This design comes from an exercise in tuning for small area and a short achievable clock period on the open sky130 flow, not from production work. No run shown here included a check of the RTL's function; only the layout flow was run.

**flow/run.sh**
```bash
#!/bin/bash
# Standard ORFS layout (standard.sh) with small port buffers and a tighter
# setup-repair target; make's full output goes to make_finish.log.
set -euo pipefail
bash standard.sh SETUP_SLACK_MARGIN=10.5 "BUFFER_PORTS_ARGS=-buffer_cell sky130_fd_sc_hd__buf_1" finish > make_finish.log 2>&1
```
**constraint.sdc**
```tcl
create_clock -name core_clock -period 20.0 [get_ports {clk}]
set_input_delay 4.0000 -clock core_clock [delete_from_list [all_inputs] [get_ports {clk}]]
set_output_delay 4.0000 -clock core_clock [all_outputs]
set_load 0.01 [all_outputs]
```
**standard.sh**
```bash
#!/bin/bash
# synth_recipe.tcl (not shown) runs the flow's synth.tcl, then flattens the netlist and writes it again
# the make line also repeats each setting of config.mk as NAME=value (left out here)
make -C /OpenROAD-flow-scripts/flow DESIGN_CONFIG=/design/flow/config.mk WORK_HOME=/design/flow/orfs CLKGATE_MAP_FILE= SYNTH_SCRIPT=/design/flow/synth_recipe.tcl "${@:-finish}"
```
**config.mk**
```make
export PLATFORM = sky130hd
export DESIGN_NAME = tdma_mac_dp
export DESIGN_NICKNAME = tdma_mac_dp
export VERILOG_FILES = /design/flow/design.v
export SDC_FILE = /design/flow/constraint.sdc
export NUM_CORES = 4
export LEC_CHECK = 0
export ABC_AREA = 1
export CAP_MARGIN = 20
export CORE_MARGIN = 2
export CORE_UTILIZATION = 35
export CTS_BUF_LIST = sky130_fd_sc_hd__clkbuf_4 sky130_fd_sc_hd__clkbuf_8
export CTS_CLUSTER_SIZE = 10
export PLACE_DENSITY = 0.8
export SLEW_MARGIN = 20
export SYNTH_HIERARCHICAL = 1
export SYNTH_MINIMUM_KEEP_SIZE = 0
```
**design.v**
```verilog
module tdma_mac_dp (
    input  wire        clk,
    input  wire        rst,             
    input  wire        cap_valid,       
    input  wire [15:0] cap_value,
    input  wire        upd_valid,       
    input  wire        active_pll,      
    input  wire        period_wr,       
    input  wire [15:0] period_wr_value,
    input  wire [1:0]  ring_idx,        
    output wire [15:0] ring_word,
    output reg  [15:0] period,
    output wire [15:0] last_beacon_time,
    output wire [2:0]  ring_count,
    output reg  [1:0]  ring_cursor,
    input  wire        slot_wr,         
    input  wire [1:0]  slot_wr_idx,
    input  wire [7:0]  slot_wr_data,
    input  wire [7:0]  num_clients,
    input  wire [15:0] short_addr,
    input  wire [7:0]  local_in,
    input  wire        build_beacon,    
    input  wire        build_response,  
    input  wire        upload,          
    input  wire [4:0]  stage_idx,       
    output wire [7:0]  stage_byte,
    output wire [7:0]  tx_len,
    output wire [7:0]  seq_no
);
    reg [15:0] s0, s1, s2, s3;    
    reg        full;              
    assign last_beacon_time = s0;
    assign ring_count       = {full, ring_cursor & {2{~full}}};
    wire [3:0] rh;
    tdma_ring_dec u_ring_dec (.idx(ring_idx), .cursor(ring_cursor), .hit(rh));
    assign ring_word = ({16{rh[0]}} & s0) | ({16{rh[1]}} & s1) |
                       ({16{rh[2]}} & s2) | ({16{rh[3]}} & s3);
    always @(posedge clk) begin
        if (cap_valid) begin
            s1 <= s0;
            s2 <= s1;
            s3 <= s2;
        end
    end
    always @(posedge clk) begin
        if (rst) begin
            s0          <= 16'd0;
            ring_cursor <= 2'd0;
            full        <= 1'b0;
        end else if (cap_valid) begin
            s0          <= cap_value;
            ring_cursor <= ring_cursor + 2'd1;
            if (ring_cursor == 2'd3)
                full <= 1'b1;
        end
    end
    function [31:0] bk;
        input [31:0] a;
        input [31:0] b;
        input        ci;
        reg   [31:0] g, pr, x;
        integer s, i;
        begin
            x  = a ^ b;
            g  = a & b;
            pr = x;
            g[0] = g[0] | (pr[0] & ci);
            for (s = 1; s < 32; s = s * 2)
                for (i = 2 * s - 1; i < 32; i = i + 2 * s) begin
                    g[i]  = g[i] | (pr[i] & g[i - s]);
                    pr[i] = pr[i] & pr[i - s];
                end
            for (s = 8; s >= 1; s = s / 2)
                for (i = 3 * s - 1; i < 32; i = i + 2 * s) begin
                    g[i]  = g[i] | (pr[i] & g[i - s]);
                    pr[i] = pr[i] & pr[i - s];
                end
            bk = x ^ {g[30:0], ci};
        end
    endfunction
    function [63:0] csa;
        input [31:0] a;
        input [31:0] b;
        input [31:0] c;
        begin
            csa[31:0]  = a ^ b ^ c;
            csa[63:32] = {(a[30:0] & b[30:0]) | (a[30:0] & c[30:0]) | (b[30:0] & c[30:0]), 1'b0};
        end
    endfunction
    function [15:0] div5;
        input [18:0] w;
        reg   [4:0]  r;
        reg          b;
        integer i;
        begin
            r = 5'd1 << w[18:16];
            for (i = 15; i >= 0; i = i - 1) begin
                b = w[i];
                div5[i] = r[3] | r[4] | (r[2] & b);
                r = b ? {r[4], r[1], r[3], r[0], r[2]} : {r[2], r[4], r[1], r[3], r[0]};
            end
        end
    endfunction
    wire [31:0] d32 = bk({16'd0, s0}, {16'd0, ~s1}, 1'b1);
    wire [63:0] c1  = csa({16'd0, period}, {15'd0, period, 1'b0}, {12'd0, period, 4'd0});
    wire [63:0] c2  = csa(c1[31:0], c1[63:32], {16'd0, d32[15:0]});
    wire [31:0] x   = bk(c2[31:0], c2[63:32], 1'b0);
    wire [15:0] d          = d32[15:0];
    wire [15:0] ema_period = div5(x[20:2]);
    always @(posedge clk) begin
        if (rst)
            period <= 16'd0;
        else if (period_wr)
            period <= period_wr_value;
        else if (upd_valid && (full || ring_cursor[1]))
            period <= active_pll ? {2'b00, d[15:2]} : ema_period;
    end
    reg [7:0]  slot0, slot1, slot2;
    reg [7:0]  st_s0, st_s1, st_s2;    
    reg [15:0] st_sa;                  
    reg [15:0] st_per;                 
    reg [7:0]  st_z;                   
    reg        len_nz;                 
    reg        len_b;                  
    reg [7:0]  seq_last;               
    assign tx_len = {3'b000, len_nz, len_b, 2'b00, len_b};
    assign seq_no = seq_last + 8'd1;
    always @(posedge clk) begin
        if (rst) begin
            slot0 <= 8'd0;
            slot1 <= 8'd0;
            slot2 <= 8'd0;
        end else if (slot_wr) begin
            if (slot_wr_idx == 2'd0) slot0 <= slot_wr_data;
            if (slot_wr_idx == 2'd1) slot1 <= slot_wr_data;
            if (slot_wr_idx == 2'd2) slot2 <= slot_wr_data;
        end
    end
    always @(posedge clk) begin
        if (build_beacon) begin
            st_s0  <= slot0;
            st_s1  <= slot1;
            st_s2  <= slot2;
            st_per <= period;
        end
        if (build_beacon || build_response) begin
            st_sa <= short_addr;
            st_z  <= build_beacon ? num_clients : local_in;
        end
    end
    always @(posedge clk) begin
        if (rst) begin
            len_nz   <= 1'b0;
            len_b    <= 1'b0;
            seq_last <= 8'hFF;
        end else if (build_beacon || build_response) begin
            len_nz   <= 1'b1;
            len_b    <= build_beacon;
            seq_last <= seq_no;
        end else if (upload) begin
            len_nz   <= 1'b0;
            len_b    <= 1'b0;
        end
    end
    wire [7:0] k;       
    wire [8:0] ss;      
    tdma_stage_dec u_stage_dec (.idx(stage_idx), .bcn(len_b), .k(k), .sel(ss));
    assign stage_byte = k |
                        ({8{ss[0]}} & seq_last)    |
                        ({8{ss[1]}} & st_sa[7:0])  | ({8{ss[2]}} & st_sa[15:8])  |
                        ({8{ss[3]}} & st_per[7:0]) | ({8{ss[4]}} & st_per[15:8]) |
                        ({8{ss[5]}} & st_z)        |
                        ({8{ss[6]}} & st_s0) | ({8{ss[7]}} & st_s1) | ({8{ss[8]}} & st_s2);
endmodule
module tdma_ring_dec (
    input  wire [1:0] idx,
    input  wire [1:0] cursor,
    output wire [3:0] hit
);
    wire [1:0] t0 = cursor - 2'd1, t1 = cursor - 2'd2, t2 = cursor - 2'd3;
    assign hit = {idx == cursor, idx == t2, idx == t1, idx == t0};
endmodule
module tdma_stage_dec (
    input  wire [4:0] idx,
    input  wire       bcn,
    output wire [7:0] k,
    output wire [8:0] sel
);
    wire [31:0] e = 32'd1 << idx;
    wire rsp = ~bcn;
    assign k = ({8{e[0] & rsp}} & 8'h41) |
               ({8{e[1]}}       & (bcn ? 8'h80 : 8'h88)) |
               ({8{e[3]}}       & 8'hEF) |
               ({8{e[4]}}       & 8'hBE) |
               ({8{e[5] & rsp}} & 8'h01) |
               ({8{e[9] & rsp}} & 8'h04);
    assign sel = {e[19], e[15] & bcn, e[11] & bcn,
                  (e[9] & bcn) | (e[10] & rsp),
                  e[8] & bcn, e[7] & bcn,
                  (e[6] & bcn) | (e[8] & rsp),
                  (e[5] & bcn) | (e[7] & rsp),
                  e[2]};
endmodule
```
==> results of run 1 <==
==> cell families after synthesis <==
family,Yosys count,synth area share [%]
AOI/OAI and AO/OA,173,9.96
xor gates and xnor gates,24,2.16
adders and majority gates,82,12.5
buffers and inverters,178,6.69
DFF,181,44.0
other,1,0.0348
and+or+nand+nor,582,24.7
==> state kept, by name (all words and copies together) (netlist names) <==
name,flops
s0,16
ring_cursor,2
s3,16
seq_last,8
full,1
s1,16
slot1,8
st_s2,8
len_nz,1
len_b,1
s2,16
st_s1,8
slot0,8
st_s0,8
st_sa,16
period,16
st_z,8
slot2,8
st_per,16
==> per-module statistics from Yosys (local to each module, per instance) <==
module,cells inside,flip-flops and latches
tdma_mac_dp,1146,181
tdma_stage_dec,52,0
tdma_ring_dec,23,0
==> area by class of cell <==
class | instances | area (um^2)
timing repair buffer | 174 | 771
fill | 2985 | 18000
multi-input combinational | 866 | 5520
clock inverter | 14 | 143
tap | 396 | 495
antenna | 1 | 2.50
inverter | 132 | 513
sequential | 181 | 4740
clock buffer | 18 | 241
==> timing repair <==
| item | 4_1_cts | 5_1_grt |
|---|---|---|
| resized for setup | 37 | 42 |
| endpoints found under the hold margin | 0 | 0 |
| endpoints found under the setup margin | 24 | 8 |
| setup buffers | 0 | 4 |
| pin swaps | 5 | 17 |
==> worst paths after layout <==
path | start | to | slack (ns)
worst max-delay path | stage_idx[0] | stage_byte[1] | 10.50
worst min-delay path | slot0[3] | st_s0[3] | 0.44
worst max register to register | s0[0] | period[0] | 11.60
worst min register to register | slot0[3] | st_s0[3] | 0.44
==> metal layers <==
| metal | vias up | global-route usage (%) |
|---|---|---|
| met5 | - | 0 |
| met4 | 2 | 6.21 |
| met3 | 63 | 4.07 |
| met2 | 418 | 29.2 |
| met1 | 4350 | 23.3 |
| li1 | 4443 | - |
==> cell usage in the layout, fill, tap and decap left out, types with 12 or more instances in the layout <==
cell type  count
clkbuf_8      17
ha_1          39
xor2_1        12
a221oi_2      12
edfxtp_1     112
a21oi_1       53
nand3_2       22
inv_1        120
nand4_1       28
o21ai_0       58
nand2_1      265
buf_1        151
o2111ai_1     17
dfxtp_1       69
nor2_1       109
nand3_1      113
fa_1          43
nand2_2       18
==> metrics by stage <==
stage	util (%)	instances	hold slack (ns)
2_1_floorplan	-	1225	0.403
3_3_place_gp	38.6	1744	0.409
6_report	40.9	1782	0.438
5_1_grt	40.9	1782	0.455
4_1_cts	40.3	1776	0.436
3_5_place_dp	38.6	1744	0.410
==> out/qor.txt, run 1 <==
Setup Slack @ Placement = 9.98 ns
synth unique cells = 44
Synth top area share = 31.2%
drt wl/cell = 16.5 um
Cell Area, Synth = 10800 um^2
hold buffer count at CTS = 0
Final Cycle Share = 47.5%
CTS tree = done
Synth area leader = edfxtp_1
Iteration-0 DRC Markers = 763
cell area after layout = 12400 um^2
top cells by count, synth = 266 x nand2_1, 126 x inv_1, 116 x nand3_1
fmax = 0.105 GHz
WL met1 = 12400 um
met2 WL post-DR = 13700 um
status = timing/DRC/antenna clean
Synth Flop Type = edfxtp_1
vias per std cell = 5.21
worst-path cell chain = buf_12 > clkinv_8 > nor2_4 > nand4_1 > o21ai_4 > a221oi_2 > nand3_1 > a221oi_2 > nand4_1 > buf_2
Worst Path Required = 16.00 ns
WP buf/inv = 3
total number of vias = 9276
CTS H-tree depth = 4
Hold Path Class = reg -> reg
max incr delay on CP = 0.29 ns
setup TNS = 0 ns
IO buf count = 162
Chip Width = 180 um
clock-pin slew of the registers on the worst-case setup and hold paths = 0.11 ns
Post-synth EDFFs = 112
met3 WL = 2410 um
NumNets Final = 1545
setup violators final = 0
Final ANT Viol Nets = 0
initial core utilization = 35.4%
uppermost routed layer = met5
Die H = 180 um
clock sink count = 181
Post-DP Area = 11700 um^2
most instantiated library cell after synthesis = nand2_1
Synth area leaders = edfxtp_1 31%, dfxtp_1 13%, nand2_1 9.3%, fa_1 8.0%, nand3_1 5.4%
ys async rst share = 0%
DRC = 0
Worst path depth = 10
Critical Path AT = 5.50 ns
final hold vios = 0
slowest CP cell = a221oi_2
clock latency (worst-skew pair) = 0.49 ns
drt pass-1 iters = 5
first-pass GRT wire length = 46100 um
post-route minimum period = 9.50 ns
antenna violations before repair = 2
reg2reg path depth = 53
CP Capture Type = output pin
post-synthesis sequential area ratio = 44.0%
synthesis-to-finish area growth = 15.2%
Yosys warning count = 7
placed wire-length estimate = 22300 um
Crit Path Category = in -> out
GPL Wtd Cong = 0.894
worst setup skew after layout = 0.0163 ns
row count = 64
total track usage = 17.9%
vias in the first global route = 8877
Num CTS Buffers = 17
crit path launch type = primary input
largest net degree at the start of global routing = 65
clock tree root driver cell = clkbuf_8
CP max FO = 8
layout cells sized above 1 = 10.5%
syn avg cell area = 8.83 um^2
CTS Buffer Depth = 2
num ports = 168
core area = 30400 um^2
die area = 32200 um^2
hold depth = 0
max-cap violations = 0
slew margin rel. = 32.3%
RSZ-0062 raised after global routing = true
routed wire length = 29300 um
Final WS setup = 10.50 ns
global route overflow = 0
CP top delay family = compound AO/OA/AOI/OAI gates
Pins Over Slew Limit = 0
post-synthesis register bit count = 181
Mapped Cells = 1221
worst-margin pin slew = 1.01 ns
==> inputs of run 2 (changes only) <==
==> flow/run.sh (replaced) <==
#!/bin/bash
# Standard ORFS layout (standard.sh) with small port buffers and a tighter
# setup-repair target; make's full output goes to make_finish.log.
set -euo pipefail
bash standard.sh SETUP_SLACK_MARGIN=10.25 "BUFFER_PORTS_ARGS=-buffer_cell sky130_fd_sc_hd__buf_1" finish > make_finish.log 2>&1
==> out/qor.txt, run 2 <==
adder-cell area share of the yosys netlist = 12.5% (unchanged)
Critical Path AT = 5.65 ns (+0.15 ns)
Cell Area, Synth = 10800 um^2 (unchanged)
Yosys warning count = 7 (unchanged)
max-cap violations = 0 (unchanged)
CTS Buffer Depth = 2 (unchanged)
clock-pin slew of the registers on the worst-case setup and hold paths = 0.11 ns (about the same)
total number of vias = 9201 (-0.81%)
drt pass-1 iters = 6 (+1)
IO buf count = 162 (unchanged)
post-synthesis sequential area ratio = 44.0% (unchanged)
antenna violations before repair = 1 (-1)
Final Cycle Share = 48.2% (+0.75 points)
Final ANT Viol Nets = 0 (unchanged)
worst-margin pin slew = 1.02 ns (+0.00956 ns)
reg2reg path depth = 53 (unchanged)
slowest CP cell = a221oi_1
Synth top area share = 31.2% (unchanged)
largest net degree at the start of global routing = 65 (unchanged)
layout cells sized above 1 = 8.77% (-1.8 points)
most instantiated library cell after synthesis = nand2_1
RSZ-0062 raised after global routing = false
NumNets Final = 1540 (-0.32%)
worst setup skew after layout = 0.0158 ns (-0.000507 ns)
Synth area leader = edfxtp_1
routed wire length = 28900 um (-1.4%)
multiplexer share of the synthesized area = 0% (unchanged)
first-pass GRT wire length = 45700 um (-0.79%)
commonest non-fill, non-tap cell in the layout = nand2_1
hold buffer count at CTS = 0 (unchanged)
postcts setup bufs = 0 (unchanged)
most frequent cells in the layout = 266 x nand2_1, 154 x buf_1, 125 x inv_1, 115 x nand3_1, 112 x edfxtp_1
status = timing/DRC/antenna clean
Post-Synth XOR/XNOR Area = 2.16% (unchanged)
drt wl/cell = 16.3 um (-1.1%)
reg2reg end = period[0]
crit path launch type = primary input
Crit Path Category = in -> out
CP max FO = 8 (unchanged)
vias per std cell = 5.18 (-0.53%)
WP buf/inv = 4 (+1)
hold depth = 0 (unchanged)
DRC = 0 (unchanged)
CTS H-tree depth = 4 (unchanged)
post-route minimum period = 9.65 ns (+0.150 ns)
Synth Area in Simple Gates = 24.7% (unchanged)
max incr delay on CP = 0.37 ns (+0.08 ns)
hold_sp = slot0[3]
fin util = 40.1% (-0.78 points)
vias in the first global route = 8810 (-0.75%)
CP Capture Type = output pin
Worst Hold End = st_s0[3]
fmax = 0.104 GHz (-1.6%)
slew margin rel. = 31.6% (-0.64 points)
Num CTS Buffers = 17 (unchanged)
initial core utilization = 35.4% (unchanged)
uppermost routed layer = met4
flop2flop setup slack = 11.61 ns (about the same)
met3 WL = 2020 um (-16%)
Worst Path Required = 16.00 ns (about the same)
global route overflow = 0 (unchanged)
post-synthesis register bit count = 181 (unchanged)
row count = 64 (unchanged)
post-synthesis compound-gate area fraction = 9.96% (unchanged)
Iteration-0 DRC Markers = 707 (-7.3%)
setup TNS = 0 ns (unchanged)
met2 WL post-DR = 13500 um (-1.3%)
clock latency (worst-skew pair) = 0.48 ns (about the same)
clock sink count = 181 (unchanged)
clock tree root driver cell = clkbuf_8
Post-synth EDFFs = 112 (unchanged)
setup violators final = 0 (unchanged)
RR Startpoint = s0[0]
Chip Width = 180 um (unchanged)
main combinational cell family by area after synthesis = simple AND/OR/NAND/NOR gates
Pins Over Slew Limit = 0 (unchanged)
placed wire-length estimate = 22300 um (unchanged)
core area = 30400 um^2 (unchanged)
WL met1 = 12600 um (+1.8%)
most frequent CP cell = a221oi_1
synth unique cells = 44 (unchanged)
CTS tree = done
num ports = 168 (unchanged)
Synth Flop Type = edfxtp_1
CP top delay family = compound AO/OA/AOI/OAI gates
ys async rst share = 0% (unchanged)
Mapped Cells = 1221 (unchanged)
syn avg cell area = 8.83 um^2 (unchanged)
final hold vios = 0 (unchanged)
top cells by count, synth = 266 x nand2_1, 126 x inv_1, 116 x nand3_1
Die H = 180 um (unchanged)
Synth area leaders = edfxtp_1 31%, dfxtp_1 13%, nand2_1 9.3%, fa_1 8.0%, nand3_1 5.4%
Hold Path Class = reg -> reg
GPL Wtd Cong = 0.894 (unchanged)
worst-path cell chain = clkbuf_2 > inv_2 > nand2_2 > nor2_1 > inv_1 > o21ai_2 > a221oi_1 > nand3_1 > a221oi_1 > nand4_1 > buf_1
die area = 32200 um^2 (unchanged)
total track usage = 17.7% (-0.14 points)
synthesis-to-finish area growth = 13.0%
[run 2: layout make-up]
| cell class | count | area (um^2) |
|---|---|---|
| fillers | 3007 | 18200 |
| multi-input cells | 866 | 5400 |
| flip-flops and latches | 181 | 4740 |
| repair buffers | 169 | 673 |
| inverters | 132 | 495 |
| well taps | 396 | 495 |
| clock buffers | 18 | 241 |
| clock inverters | 14 | 143 |
| diodes | 1 | 2.50 |
[run 2: timing repair]
item | CTS | global route
pin swaps | 0 | 1
gates resized for setup | 5 | 19
endpoints found under the setup margin | 22 | 8
[run 2: layer usage]
layer,global-route usage [%],vias up
li1,-,4432
met1,23.2,4357
met3,3.95,52
met5,0,-
met4,6.18,0
met2,29.0,360
[run 2: kinds of logic after synthesis]
group | after synthesis
AND/OR/NAND/NOR | 582
other | 1
AO/OA/AOI/OAI | 173
adder cells (fa/ha/maj) | 82
flip-flops | 181
XOR/XNOR | 24
buffers and inverters | 178
[run 2: worst reg2reg max path, delay by kind of cell, from the launching register on]
| kind | cells | cell delay [ns] |
|---|---|---|
| xor+xnor | 3 | 0.94 |
| compound gates | 7 | 0.97 |
| simple gates | 32 | 3.36 |
| flops | 1 | 0.33 |
| fa+ha+maj | 6 | 2.27 |
| buf+inv | 5 | 0.44 |
[run 2: through the flow]
stage,setup slack (ns),cell area [um^2],hold slack [ns],cells
after detailed placement,9.98,11700,0.410,1744
after CTS,10.13,12100,0.436,1776
final,10.35,12200,0.438,1777
after global placement,9.98,11700,0.409,1744
after global routing,10.26,12200,0.455,1777
after floorplan,10.78,10800,0.403,1225
[run 2: worst max-delay path by stage]
stage	slack, ns	depth (start not counted)	startpoint	end
after floorplan	10.78	8	stage_idx[2]	stage_byte[6]
after global placement	9.98	8	stage_idx[2]	stage_byte[1]
after detailed placement	9.98	8	stage_idx[2]	stage_byte[1]
after CTS	10.13	11	stage_idx[4]	stage_byte[1]
after global routing	10.26	11	stage_idx[4]	stage_byte[6]
final	10.35	11	stage_idx[3]	stage_byte[6]
[run 2: per-module statistics from Yosys (local to each module, per instance)]
| module | cells inside | flip-flops and latches |
|---|---|---|
| tdma_mac_dp | 1146 | 181 |
| tdma_stage_dec | 52 | 0 |
| tdma_ring_dec | 23 | 0 |

==> port drivers added, routing unchanged <==
Ports are ideal in the flow. The routed layouts listed here were re-timed in OpenROAD.
Step 1, drivers: a clkbuf_16 drives clk and a buf_2 each remaining input, both assumed.
Step 2, shift: input delay + t, output delay - t, t = (earliest + latest rising clock arrival at the registers) / 2. This alone moves slack from input paths to output paths.
a / b / c = ideal ports / drivers / drivers and shift; a / b = the first two.
run | t (ns) | setup WS [ns] | cell pins on the clock port's net
run 1 | 0.516 | 10.504 / 10.452 / 10.452 | 1
run 2 | 0.510 | 10.354 / 10.331 / 10.331 | 1
After both steps setup and hold are still met in every run listed. The setup slack of run 1, which loses most, moves by -0.052 ns with the drivers and by -0.052 ns with both steps.
